This design comes from an exercise in tuning for small area on the open sky130 flow, not from production work.
The RTL was checked by simulation tests, not by an equivalence proof against the original design.
Power is estimated from default activity; no workload was simulated.

Setup of run 1:
Design canhk_rx_engine, start of the top module:
module canhk_rx_engine (
    input  wire        clk,
    input  wire        rst,         
    input  wire        rx_valid,    
    input  wire [7:0]  rx_data,
    input  wire        rx_err,      
    input  wire        stop,        
    output wire        cq_valid,
    output wire [7:0]  cq_data,
    output wire        cq_last,
    input  wire        cq_ready,
    output wire        mq_valid,
    output wire [7:0]  mq_data,
    output wire        mq_last,
    input  wire        mq_ready,
    output wire [3:0]  cq_frames,
    output wire [4:0]  mq_frames,
    output wire [15:0] drop_c,
    output wire [15:0] drop_m,
    output wire        running,
    output wire        fatal,
    output wire        rx_busy
);
clock: 10.0 ns
lec_check: 0
cap_margin: 20
core_margin: 2
core_utilization: 40
cts_buf_list: sky130_fd_sc_hd__clkbuf_16
cts_cluster_diameter: 80
cts_cluster_size: 28
slew_margin: 20
run.sh (not shown) runs the stock make flow with config.mk's settings and CLKGATE_MAP_FILE= SYNTH_SCRIPT=/design/flow/synth_recipe.tcl, a recipe that flattens the netlist after the stock synthesis.
Run 1 reached the end of the flow, and the finished layout is clean on the timing, design-rule and antenna checks.
The following lists how run 5 was set up differently from run 1:
- CTS_BUF_LIST no longer set, was sky130_fd_sc_hd__clkbuf_16
- CTS_CLUSTER_DIAMETER no longer set, was 80
- CTS_CLUSTER_SIZE no longer set, was 28
--- outcome ---
Run 5: done, clean on timing, DRC and antenna
Run 1 → run 5: number of buffer and inverter stages on the critical path shows an increase of 1; number of buffers inserted during clock tree synthesis went up 85; clock power shows an increase of about 43%.

* * *

Another version of the RTL of canhk_rx_engine (not shown whole).
Size: ~6900 cells after synthesis, ~79 I/O pins, about 61000 sq um of cells after synthesis.
// canhk_rx_engine
module canhk_rx_engine (
    input  wire        clk,
    input  wire        rst,         
    input  wire        rx_valid,    
    input  wire [7:0]  rx_data,
    input  wire        rx_err,      
    input  wire        stop,        
    output wire        cq_valid,
    output wire [7:0]  cq_data,
    output wire        cq_last,
    input  wire        cq_ready,
    output wire        mq_valid,
    output wire [7:0]  mq_data,
    output wire        mq_last,
    input  wire        mq_ready,
    output wire [3:0]  cq_frames,
    output wire [4:0]  mq_frames,
    output wire [15:0] drop_c,
    output wire [15:0] drop_m,
    output wire        running,
    output wire        fatal,
    output wire        rx_busy
);
==> flow/config.mk <==
export PLATFORM = sky130hd
export DESIGN_NAME = canhk_rx_engine
export DESIGN_NICKNAME = canhk_rx_engine
export VERILOG_FILES = /design/flow/design.v
export SDC_FILE = /design/flow/constraint.sdc
export NUM_CORES = 4
export LEC_CHECK = 0
export CAP_MARGIN = 10
export CORE_MARGIN = 2
export CORE_UTILIZATION = 72
export CTS_BUF_LIST = sky130_fd_sc_hd__clkbuf_8
export CTS_CLUSTER_DIAMETER = 60
export CTS_CLUSTER_SIZE = 16
export GPL_TIMING_DRIVEN = 0
export PLACE_DENSITY = 0.9
export SLEW_MARGIN = 10
==> flow/constraint.sdc <==
create_clock -name core_clock -period 10.0 [get_ports {clk}]
set_input_delay 2.0000 -clock core_clock [delete_from_list [all_inputs] [get_ports {clk}]]
set_output_delay 2.0000 -clock core_clock [all_outputs]
set_load 0.01 [all_outputs]
standard.sh (not shown) runs the stock make flow with config.mk's settings and CLKGATE_MAP_FILE= SYNTH_SCRIPT=/design/flow/synth_recipe.tcl, a recipe that flattens the netlist after the stock synthesis.
==> flow/flow/run.sh <==
#!/bin/bash
# Own layout flow: the standard flow, except that the synthesised netlist
# comes from the standard synthesis script with an area-oriented ABC mapping
# (flow/area_synth.tcl), and two layout arguments differ (below). The
# standard synthesis runs first; its netlist is replaced only when both have
# the same registers.
set -euo pipefail
W=$(pwd)
R=$W/orfs/results/$FLOW_PLATFORM/canhk_rx_engine/base

bash standard.sh synth > $W/synth_standard.log 2>&1
cp $R/1_2_yosys.v $W/standard_1_2_yosys.v

sed -e "s#SYNTH_SCRIPT=[^ ]*#SYNTH_SCRIPT=$W/flow/area_synth.tcl#" \
    -e "s#WORK_HOME=[^ ]*#WORK_HOME=$W/orfs_area#" standard.sh > $W/area_synth.sh
bash $W/area_synth.sh synth > $W/synth_area.log 2>&1
A=$W/orfs_area/results/$FLOW_PLATFORM/canhk_rx_engine/base/1_2_yosys.v

if python3 $W/flow/regs.py $R/1_2_yosys.v $A > $W/regs_check.log 2>&1; then
  cp $A $R/1_2_yosys.v
  touch $R/1_2_yosys.v
fi

export CTS_ARGS="-sink_clustering_enable -repair_clock_nets -sink_clustering_size 16 -sink_clustering_max_diameter 60 -buf_list sky130_fd_sc_hd__clkbuf_8 -dont_use_dummy_load"
export BUFFER_PORTS_ARGS="-buffer_cell sky130_fd_sc_hd__buf_1"
bash standard.sh finish > $W/layout.log 2>&1
Other scripts of this flow, unchanged in this note and not shown: flow/flow/area.abc, flow/flow/area_synth.tcl, flow/flow/regs.py
The starting point completed and failed the layout checks on max-capacitance violations, max-slew violations.
Then changed:
Settings changed: CAP_MARGIN 10 to 20, CORE_UTILIZATION 72 to 65, PLACE_DENSITY 0.9 to 0.85, SLEW_MARGIN 10 to 20.
Result:
- The new run produced a clean layout
- wire length went down by 0.94%
- critical path depth falls by 2
- register-to-register slack improved by 0.36 ns
- sequential power hardly moves
- cell area increases by about 0.65%
- worst setup slack degrades by 0.15 ns
Then changed:
Settings changed: CORE_UTILIZATION 65 to 72, PLACE_DENSITY 0.85 to 0.9.
- clock power came out lower by about 2%
- setup slack improves by 0.14 ns
- final cell count came out lower by 2.0%
- cell area came out lower by 0.51%
- critical path depth came out higher by 2
- global-route usage came out higher by 4.8 points
- wire length came out higher by 0.85%
- area after synthesis stays the same

* * *

canhk_rx_engine, a different RTL version from the one above (not shown whole).
For scale: roughly 6900 cells after synthesis, ~79 I/O pins.
==> flow/config.mk <==
export PLATFORM = sky130hd
export DESIGN_NAME = canhk_rx_engine
export DESIGN_NICKNAME = canhk_rx_engine
export VERILOG_FILES = /design/flow/design.v
export SDC_FILE = /design/flow/constraint.sdc
export NUM_CORES = 4
export LEC_CHECK = 0
export CAP_MARGIN = 20
export CORE_MARGIN = 2
export CORE_UTILIZATION = 40
export CTS_BUF_LIST = sky130_fd_sc_hd__clkbuf_16
export CTS_CLUSTER_DIAMETER = 80
export CTS_CLUSTER_SIZE = 28
export SLEW_MARGIN = 20
==> flow/constraint.sdc <==
create_clock -name core_clock -period 10.0 [get_ports {clk}]
set_input_delay 2.0000 -clock core_clock [delete_from_list [all_inputs] [get_ports {clk}]]
set_output_delay 2.0000 -clock core_clock [all_outputs]
set_load 0.01 [all_outputs]
==> flow/flow/run.sh <==
#!/bin/bash
# Own layout flow: the standard flow, except that the synthesised netlist
# comes from the standard synthesis script with an area-oriented ABC mapping
# (flow/area_synth.tcl). The standard synthesis runs first; its netlist is
# replaced only when both have the same registers.
set -euo pipefail
W=$(pwd)
R=$W/orfs/results/$FLOW_PLATFORM/canhk_rx_engine/base

bash standard.sh synth > $W/synth_standard.log 2>&1
cp $R/1_2_yosys.v $W/standard_1_2_yosys.v

sed -e "s#SYNTH_SCRIPT=[^ ]*#SYNTH_SCRIPT=$W/flow/area_synth.tcl#" \
    -e "s#WORK_HOME=[^ ]*#WORK_HOME=$W/orfs_area#" standard.sh > $W/area_synth.sh
bash $W/area_synth.sh synth > $W/synth_area.log 2>&1
A=$W/orfs_area/results/$FLOW_PLATFORM/canhk_rx_engine/base/1_2_yosys.v

if python3 $W/flow/regs.py $R/1_2_yosys.v $A > $W/regs_check.log 2>&1; then
  cp $A $R/1_2_yosys.v
  touch $R/1_2_yosys.v
fi

bash standard.sh finish > $W/layout.log 2>&1
==> flow/flow/area.abc <==
&get -n
&st
&syn2
&dch
&nf -R 1000 -F 8 -p
&put
==> flow/flow/area_synth.tcl <==
# The standard synthesis script (synth_recipe.tcl), with one change: the
# combinational logic is mapped by an area-oriented ABC script (area.abc)
# instead of ORFS's delay-oriented one. Registers are not touched by ABC, so
# they keep the standard synthesis's names and cell types.
set ::area_abc [file join [file dirname [file normalize [info script]]] area.abc]
proc abc {args} {
  set i [lsearch -exact $args -script]
  if { $i >= 0 } {
    set args [lreplace $args [expr {$i + 1}] [expr {$i + 1}] $::area_abc]
  }
  yosys abc {*}$args
}
proc synth {args} { yosys synth -nofsm -noshare {*}$args }
source $::env(SCRIPTS_DIR)/synth.tcl
# left out here: clear keep_hierarchy, flatten, clean up, hide names made inside functions, write 1_2_yosys.v
==> flow/flow/regs.py <==
# regs.py A.v B.v: exit 0 when both netlists have the same registers
# (instance name and cell type without its drive strength).
import re, sys
def regs(path):
    out = set()
    for m in re.finditer(r'^\s*sky130_fd_sc_hd__(\w+?)_\d+\s+(\S+)\s*\(', open(path).read(), re.M):
        cell, name = m.groups()
        if re.match(r'(e|s)?df|dl', cell):
            out.add((cell, name))
    return out
a, b = regs(sys.argv[1]), regs(sys.argv[2])
print(f"registers: {len(a)} standard, {len(b)} own, {len(a ^ b)} differ")
sys.exit(0 if a == b and a else 1)
Change:
--- a/flow/flow/run.sh
+++ b/flow/flow/run.sh
@@ -4,2 +4,3 @@
-# (flow/area_synth.tcl). The standard synthesis runs first; its netlist is
-# replaced only when both have the same registers.
+# (flow/area_synth.tcl), and two layout arguments differ (below). The
+# standard synthesis runs first; its netlist is replaced only when both have
+# the same registers.
@@ -22,0 +24,2 @@
+export CTS_ARGS="-sink_clustering_enable -repair_clock_nets -sink_clustering_size 16 -sink_clustering_max_diameter 60 -buf_list sky130_fd_sc_hd__clkbuf_8 -dont_use_dummy_load"
+export BUFFER_PORTS_ARGS="-buffer_cell sky130_fd_sc_hd__buf_1"
CTS_BUF_LIST = sky130_fd_sc_hd__clkbuf_8   (was sky130_fd_sc_hd__clkbuf_16)
CTS_CLUSTER_DIAMETER = 60   (was 80)
CTS_CLUSTER_SIZE = 16   (was 28)
GPL_TIMING_DRIVEN = 0   (was default)
After rerunning: Clock-buffer cell count is higher by 48. Sequential share of layout area is higher by 1.2 points. Routed wire length is lower by 3.8%. Worst setup slack gets worse by 0.63 ns. Synthesized area stays the same.

## re-timing with driven ports
How much do the figures lean on ideal ports? The routed layouts below were timed once more, with nothing changed but the port constraints. Step 1, drivers: a clkbuf_16 drives clk and a buf_2 each remaining input, both assumed. Step 2, shift: input delay + t, output delay - t, t = (earliest + latest rising clock arrival at the registers) / 2. This alone moves slack from input paths to output paths. Slacks: ideal / step 1 / step 2; pairs: ideal / step 1.
run	t (ns)	setup slack, ns	worst register clock-pin slew, ns	pins driven straight from the clock port
run 1	0.851	1.811 / 1.716 / 2.567	0.12 / 0.12	1
run 5	0.923	1.797 / 1.707 / 2.630	0.07 / 0.07	1
the first run of note 2	0.873	1.245 / 1.174 / 1.524	0.11 / 0.11	1
the second run of note 2	0.885	1.097 / 1.029 / 1.881	0.11 / 0.11	1
the third run of note 2	0.883	1.232 / 1.155 / 1.527	0.11 / 0.11	1
the first run of note 3	0.829	1.514 / 1.423 / 2.251	0.11 / 0.11	1
the second run of note 3	0.953	0.881 / 0.802 / 1.755	0.12 / 0.12	1
